From an optimization exercise on the open Yosys and OpenROAD flow, aimed at small area, a short achievable clock period and few clock cycles per item; shortcuts taken in it are not production practice.
In this exercise RTL edits were held to simulation tests only and were not proved equivalent to the original.
Power figures rest on the tool's default switching activity, not on a simulated workload.

==> flow/design.v (outline; a module is shown in full before it is edited, if it fits) <==
// module sana_fa: 10 lines
// module sana_xnor: 7 lines
// module sana_or: 7 lines
// module sana_wen: 7 lines
// module sana_ha: 9 lines
// module sana_envbank: 1148 lines
module sana_envbank (
    input  wire        clk,
    input  wire        rst,
    input  wire        in_valid,
    output wire        in_ready,
    input  wire [2:0]  in_op,
    input  wire [1:0]  in_unit,
    input  wire [79:0] in_data,
    output reg         out_valid,
    output reg  [8:0]  out_state,
    output wire [47:0] out_value,
    output reg         out_err
);
  // ...
==> flow/flow/run.sh <==
#!/bin/bash
# Layout: the standard flow (its synthesis unchanged), with timing repair
# aiming at a shorter cycle than the 19 ns clock: the clock, the delays at the
# ports and every other constraint stay as they are. make's output goes to
# make_flow.log; ORFS keeps each step's log under orfs/logs.
set -euo pipefail
cd "$(dirname "$0")/.."
export SETUP_SLACK_MARGIN=14.0
export BUFFER_PORTS_ARGS="-buffer_cell sky130_fd_sc_hd__buf_2"
bash standard.sh > make_flow.log 2>&1
==> flow/standard.sh <==
#!/bin/bash
# synth_recipe.tcl (not shown) runs the flow's synth.tcl, then flattens the netlist and writes it again
# the make line also repeats each setting of config.mk as NAME=value (left out here)
make -C /OpenROAD-flow-scripts/flow DESIGN_CONFIG=/design/flow/config.mk WORK_HOME=/design/flow/orfs CLKGATE_MAP_FILE= SYNTH_SCRIPT=/design/flow/synth_recipe.tcl "${@:-finish}"
==> flow/config.mk <==
export PLATFORM = sky130hd
export DESIGN_NAME = sana_envbank
export DESIGN_NICKNAME = sana_envbank
export VERILOG_FILES = /design/flow/design.v
export SDC_FILE = /design/flow/constraint.sdc
export NUM_CORES = 4
export LEC_CHECK = 0
export CAP_MARGIN = 20
export CORE_MARGIN = 2
export CORE_UTILIZATION = 40
export CTS_BUF_LIST = sky130_fd_sc_hd__clkbuf_8
export CTS_CLUSTER_DIAMETER = 150
export CTS_CLUSTER_SIZE = 12
export SLEW_MARGIN = 20
export SYNTH_HIERARCHICAL = 1
export SYNTH_MINIMUM_KEEP_SIZE = 0
==> flow/constraint.sdc <==
create_clock -name core_clock -period 19.0 [get_ports {clk}]
set_input_delay 3.8000 -clock core_clock [delete_from_list [all_inputs] [get_ports {clk}]]
set_output_delay 3.8000 -clock core_clock [all_outputs]
set_load 0.01 [all_outputs]
==> out/qor.txt, run 1 <==
status - finished clean
ys flop type - edfxtp_1
hold_sp - q_sunit[1]$_DFF_P_
CTS H-tree lvls - 2
worst slack at placement - 13.22 ns
CTS tree - yes
Final period util - 26.9%
metal3 WL - 9300 um
Hold Slack - 0.262 ns
Antenna Diode Count - 1
M1 wire length - 44400 um
Vias/cell - 5.62
CLK BUF - 56
share of cells above drive strength 1 - 13.2%
RD Place Congestion - 0.908
Crit path depth - 1
Power, Total - 2.31 mW
Setup crit start - value[45]$_DFFE_PP_
final core occ - 44.1%
PostCTS Resize Cnt - 35
Pleak - 12.1 nW
Layout non-clock buf frac - 4.49%
Congestion Overflow GR - 0
number of tap instances - 1155
Final setup viols - 0
placed cell area - 36500 sq um
Max stage delay on crit path - 0.45 ns
clk pwr - 0.728 mW
Clock Skews - 0.0806 ns
Testbench counts, summed over its fixed seeds: cycles 36,512, items 32,000.
==> run 2: changes to the inputs <==
--- a/flow/design.v
+++ b/flow/design.v
@@ -263,33 +263,34 @@
             else if (rst_q)
                 pdef[k] <= 1'b1;
         end
     end
     reg        q_valid, q_resp, q_err, q_setp;
     reg [1:0]  q_sunit;
     reg        q_s15;
     reg [8:0]  q_code, q_state;
-    reg [1:0]  q_job, q_junit;
+    reg [1:0]  q_job;
+    reg [2:0]  q_jsel;               
     reg [14:0] q_t;
     always @(posedge clk) begin
         if (rst) begin
             q_valid <= 1'b0;
         end else begin
             q_valid <= c_valid | busy;
         end
         q_resp  <= ~|pend_n;
         q_err   <= c_valid & c_bad;
         q_setp  <= c_valid & (c_op == 3'd4) & (c_unit != 2'd3);
         q_sunit <= c_unit;
         q_s15   <= p_s[15];
         q_code  <= n_code;
         q_state <= n_state;
         q_job   <= n_job[1:0] | n_job[3:2] | n_job[5:4];
-        q_junit <= {issue[2], issue[1]};
+        q_jsel  <= issue;
         q_t     <= (t[14:0] & {15{issue[0]}}) | (t[29:15] & {15{issue[1]}}) | (t[44:30] & {15{issue[2]}}) |
                    (p_s[14:0] & {15{c_valid & (c_op == 3'd4)}});
     end
     wire [30:0] sq_ns, sq_nc;
     wire sqn1 = ~(~(q_t[1] & q_t[14]));
     wire sqn2, sqn3;
     sana_xnor u_sqn2 (.a(~(q_t[0] & q_t[11])), .b(~(q_t[1] & q_t[10])), .y(sqn2));
     sana_or u_sqn3 (.a(~(q_t[0] & q_t[11])), .b(~(q_t[1] & q_t[10])), .y(sqn3));
@@ -588,42 +589,48 @@
     assign sq_ns[30] = sqn209;
     assign sq_nc[30] = sqn210;
     wire [30:0] sq_y = ~(sq_ns - ~sq_nc);
     reg  [47:0] value, v_rel, sus;
     reg        m_valid, m_resp, m_err, m_setp;
     reg [1:0]  m_sunit;
     reg        m_s15;
     reg [8:0]  m_code, m_state;
-    reg [1:0]  m_junit;
     reg        f_valid, f_resp, f_err, f_setp;
     reg [1:0]  f_sunit;
     reg [15:0] f_sdata;
     reg [8:0]  f_code, f_state;
-    wire [15:0] q_sus_reg  = sus[16*q_junit +: 16];
-    wire [15:0] q_sus = (m_valid && m_setp && m_sunit == q_junit) ? {m_s15, m_x} :
-                        (f_valid && f_setp && f_sunit == q_junit) ? f_sdata : q_sus_reg;
-    wire [2:0]  q_fcode = f_code[3*q_junit +: 3];
-    wire [15:0] q_vrel = (f_valid && q_fcode == V_RS) ? value[16*q_junit +: 16] : v_rel[16*q_junit +: 16];
+    wire [1:0]  q_junit = {q_jsel[2], q_jsel[1]};
+    wire [15:0] q_sus_reg = (sus[15:0] & {16{q_jsel[0]}}) | (sus[31:16] & {16{q_jsel[1]}}) |
+                            (sus[47:32] & {16{q_jsel[2]}});
+    wire        q_fwd_m = m_valid && m_setp && m_sunit == q_junit;
+    wire        q_fwd_f = f_valid && f_setp && f_sunit == q_junit;
+    wire [15:0] q_sus = q_fwd_m ? {m_s15, m_x} : q_fwd_f ? f_sdata : q_sus_reg;
+    wire [2:0]  f_rs = {f_code[8:6] == V_RS, f_code[5:3] == V_RS, f_code[2:0] == V_RS};
+    wire [2:0]  q_vv = q_jsel & f_rs & {3{f_valid}};     
+    wire [2:0]  q_vr = q_jsel & ~q_vv;
+    wire [15:0] q_vrel = (value[15:0]  & {16{q_vv[0]}}) | (value[31:16] & {16{q_vv[1]}}) |
+                         (value[47:32] & {16{q_vv[2]}}) |
+                         (v_rel[15:0]  & {16{q_vr[0]}}) | (v_rel[31:16] & {16{q_vr[1]}}) |
+                         (v_rel[47:32] & {16{q_vr[2]}});
     reg  [14:0] m_x, m_sq;
     reg         m_nz, m_dx, m_zatt, m_zdec, m_zrel;
     always @(posedge clk) begin
         if (rst) begin
             m_valid <= 1'b0;
         end else begin
             m_valid <= q_valid;
         end
         m_resp  <= q_resp;
         m_err   <= q_err;
         m_setp  <= q_setp;
         m_sunit <= q_sunit;
         m_s15   <= q_s15;
         m_code  <= q_code;
         m_state <= q_state;
-        m_junit <= q_junit;
         m_sq    <= sq_y[29:15];
         m_nz    <= |q_t[7:0];
         m_x     <= (q_job == J_DEC) ? (~q_sus[14:0] & {15{~q_sus[15]}}) :
                    (q_job == J_REL) ? q_vrel[14:0] :
                    q_setp           ? q_t : 15'd0;
         m_dx    <= (q_job == J_DEC) & ~q_sus[15];
         m_zatt  <= (q_job == J_ATT);
         m_zdec  <= (q_job == J_DEC);
==> flow/config.mk (replaced) <==
export PLATFORM = sky130hd
export DESIGN_NAME = sana_envbank
export DESIGN_NICKNAME = sana_envbank
export VERILOG_FILES = /design/flow/design.v
export SDC_FILE = /design/flow/constraint.sdc
export NUM_CORES = 4
export LEC_CHECK = 0
export CAP_MARGIN = 20
export CORE_MARGIN = 2
export CORE_UTILIZATION = 40
export CTS_CLUSTER_DIAMETER = 150
export CTS_CLUSTER_SIZE = 20
export SLEW_MARGIN = 20
export SYNTH_HIERARCHICAL = 1
export SYNTH_MINIMUM_KEEP_SIZE = 0
==> run 2 against run 1 <==
Hold slack improved by 0.056 ns; first-iteration DRC count up 5.6%; non-clock buffer count down 33; flip-flop and latch count up 1; total power increased by 2.4%; clock skew fell by 0.053 ns; still clean on timing, DRC and antenna; setup slack better by 0.093 ns; critical endpoint unchanged.
==> out/qor.txt, run 2 <==
CP arrival - 1.23 ns (was 1.32 ns)
CP bufs+invs - 1 (unchanged)
Die Y - 300 um (about the same)
WL per Instance - 22.9 um (was 23.0 um)
Final period util - 26.5% (was 26.9%)
Max FO, Critical Path - 3 (was 2)
Yosys top cell by area - edfxtp_1 (unchanged)
final antenna-violating net count - 0 (unchanged)
first-pass GRT wire length - 155000 um (about the same)
Clock Skews - 0.0277 ns (was 0.0806 ns)
Cell Area, Synth - 35100 sq um (was 35000 sq um)
Initial Utilization - 40.4% (about the same)
nets@finish - 3774 (was 3780)
Vias/cell - 5.68 (was 5.62)
fin. max-slew vios - 0 (unchanged)
count of unique library cells instantiated by Yosys - 86 (was 88)
multi-input combinational cell area - 18500 sq um (was 18300 sq um)
maximum VDD drop - 0.0684 mV (was 0.0590 mV)
Die Width - 300 um (about the same)
Total GRT Usage - 22.5% (was 22.7%)
DR vias - 25.5k (was 25.4k)
DRT iter0 DRCs - 2582 (was 2444)
initial antenna violation count - 3 (was 1)
Power Dens Cells - 61.8 nW/um^2 (was 60.3 nW/um^2)
ys flop type - edfxtp_1 (unchanged)
Reg2Reg Depth - 10 (was 15)
Crit path depth - 1 (unchanged)
worst r2r dst - f_cl$_DFF_P_ (was m_sq[14]$_DFF_P_)
drt pass-1 iters - 6 (was 7)
CTS Buffer Depth - 3 (unchanged)
Setup crit start - value[45]$_DFFE_PP_ (unchanged)
Commonest cells post-synth - 627 x nand2_1, 333 x edfxtp_1, 279 x fa_1 (was 589 x nand2_1, 333 x edfxtp_1, 279 x fa_1)
syn avg cell area - 10.6 sq um (was 10.7 sq um)
share of cells above drive strength 1 - 11.1% (was 13.2%)
vias in the first global route - 24.9k (was 24.8k)
RSZ-0062 raised after global routing - true (unchanged)
Slew HR - 23.1% (was 25.4%)
Final setup viols - 0 (unchanged)
commonest non-fill, non-tap cell in the layout - nand2_1 (unchanged)
Yosys reg bits - 607 (was 606)
placed cell area - 36700 sq um (was 36500 sq um)
Port Buf Inserts - 147 (unchanged)
Worst setup SP type - flop (unchanged)
ys async rst share - 0% (unchanged)
sequential area share after synthesis - 44.1% (was 44.2%)
R2R setup slack - 14.21 ns (was 14.17 ns)
CTS H-tree lvls - 2 (unchanged)
Worst Slack Setup Final - 13.97 ns (was 13.88 ns)
Power, Total - 2.36 mW (was 2.31 mW)
Synth Instances - 3308 (was 3260)
Worst Tran Pin Value - 1.15 ns (was 1.11 ns)
io pins - 148 (unchanged)
Congestion Overflow GR - 0 (unchanged)
RD Place Congestion - 0.918 (was 0.908)
Residual DRC - 0 (unchanged)
Max Clk Rate - 199 MHz (was 195 MHz)
CTS tree - yes (unchanged)
status - finished clean (unchanged)
CTS clock-pin slew for the worst setup and hold paths - 0.09 ns (about the same)
Syn-to-layout area delta - 8.80% (was 9.36%)
CTS Root Cell - clkbuf_16 (was clkbuf_8)
Syn Nets - 3774 (was 3725)
core area - 86900 sq um (was 86600 sq um)
CP top delay family - flip-flops (unchanged)
worst slack at placement - 13.10 ns (was 13.22 ns)
worst r2r src - m_x[1]$_DFF_P_ (was q_t[1]$_DFF_P_)
Post-synth EDFFs - 333 (unchanged)
Hold Path Class - flop to flop (unchanged)
Routed WL - 103000 um (was 104000 um)
largest cells by area after synthesis - edfxtp_1 28%, fa_1 16%, dfxtp_1 16% (was edfxtp_1 29%, fa_1 16%, dfxtp_1 16%)
TNS Setup - 0 ns (unchanged)
Fillers - 8146 (was 8117)
Num CTS Buffers - 36 (was 56)
clock latency on the worst-skew pair - 0.59 ns (was 0.75 ns)
CP Capture Type - output pin (unchanged)
row cnt - 108 (unchanged)
clk sink count - 607 (was 606)
Tmin final - 5.03 ns (was 5.12 ns)
HPWL after detailed placement - 75700 um (was 75900 um)
hold_sp - q_code[4]$_SDFF_PN0_ (was q_sunit[1]$_DFF_P_)
final core occ - 44.0% (was 44.1%)
Max stage delay on crit path - 0.46 ns (was 0.45 ns)
Ys Warns - 7 (unchanged)
Yosys top cell area share - 28.5% (was 28.6%)
cell area after layout - 38200 sq um (about the same)
register area - 15500 sq um (about the same)
Cell Chain, Critical Path - buf_2 (unchanged)
CP Class - flop to output pin (unchanged)
die area - 90200 sq um (was 89800 sq um)
Worst EP required - 15.20 ns (about the same)
max-cap violation count - 0 (unchanged)
CP Capture Point - out_value[45] (unchanged)
Pleak - 11.9 nW (was 12.1 nW)
commonest non-fill, non-tap cells in the layout - 626 x nand2_1, 333 x edfxtp_1, 279 x fa_1 (was 587 x nand2_1, 333 x edfxtp_1, 279 x fa_1)
Hold Vio Cnt, Final - 0 (unchanged)
most common cell in the netlist - nand2_1 (unchanged)
Slowest-stage cell, CP - edfxtp_1 (unchanged)
largest net degree at the start of global routing - 54 (was 47)
-- run 2: how the worst min path moves through the flow --
stage,to,slack (ns),depth (start not counted)
finish,m_code[4]$_DFF_P_,0.32,0
floorplan,f_code[0]$_DFF_P_,0.31,0
global placement,out_state[8]$_DFF_P_,0.31,0
global route,f_state[2]$_DFF_P_,0.33,0
CTS,f_state[2]$_DFF_P_,0.32,0
detailed placement,m_code[0]$_DFF_P_,0.31,0
-- run 2: through the flow --
| step | hold slack (ns) | instances |
|---|---|---|
| global route | 0.332 | 4485 |
| floorplan | 0.310 | 3308 |
| finish | 0.318 | 4487 |
| CTS | 0.316 | 4467 |
| global placement | 0.310 | 4379 |
| detailed placement | 0.312 | 4379 |
-- run 2: power by group --
part | switching, mW | internal (mW)
Sequential | 0.0362 | 1.40
Clock | 0.441 | 0.375
Combinational | 0.0713 | 0.0403
Total | 0.549 | 1.81
-- run 2: per-module statistics from Yosys, one instance, submodules excluded --
module        area [sq um]  flops+latches  cells
sana_envbank         29000            607   2943
sana_fa               20.0              0      1
sana_xnor             8.76              0      1
sana_or               6.26              0      1
sana_wen              6.26              0      1
-- run 2: routing by layer --
layer	part of all wire [%]	wire (um)	up-vias	global-route usage, %
met5	0.014	14	-	0
met4	2.5	2570	2	5.85
met3	8.3	8540	150	3.07
met2	46	46900	1099	35.8
met1	44	44900	12600	32.4
li1	-	-	11600	-
-- run 2: cell type report --
type,count,share of cell area (%)
Antenna cell,2,0.0131
Multi-Input combinational cell,2372,48.4
Sequential cell,607,40.6
Timing Repair inverter,1,0.0131
Timing Repair Buffer,235,3.84
Inverter,55,0.550
Clock buffer,57,2.68
Tap cell,1155,3.78
Clock inverter,3,0.0884
-- run 2: kinds of logic after synthesis --
family          share of synthesized area [%]
buf+inv                                  3.57
flops                                    44.1
compound gates                           13.8
simple gates                             13.7
xor+xnor                                 2.64
fa+ha+maj                                19.5
mux                                      2.66
-- run 2: timing repair --
item / 4_1_cts / 5_1_grt
setup buffers: 28 / 17
gates cloned: 0 / 1
pin swaps: 1 / 2
endpoints found under the hold margin: 0 / 0
gates resized for setup: 11 / 27
hold buffers: 0 / 0
setup endpoints to repair: 263 / 77
Testbench counts of run 2, summed over its fixed seeds: cycles 36,512, items 32,000.

-- separate check: timing with driven ports --
In the flow no input, the clock included, has a driving cell. The finished layouts below were timed again as built, in two steps.
Step 1: set_driving_cell puts a clkbuf_16 on clk and a buf_2 on each other input, an assumption about the parent block.
Step 2 also shifts input and output timing later by t, the mid clock arrival at the registers, as if the neighbouring blocks saw the same clock.
Slacks: ideal ports / drivers / drivers and shift; pairs: ideal ports / drivers.
run | t (ns) | setup slack, ns | worst register clock-pin slew, ns
run 1 | 0.768 | 13.880 / 13.818 / 13.487 | 0.10 / 0.10
run 2 | 0.637 | 13.973 / 13.911 / 13.551 | 0.10 / 0.10
After both steps setup and hold are still met in every run listed. The setup slack of run 2, which loses most, moves by -0.062 ns with the drivers and by -0.422 ns with both steps.
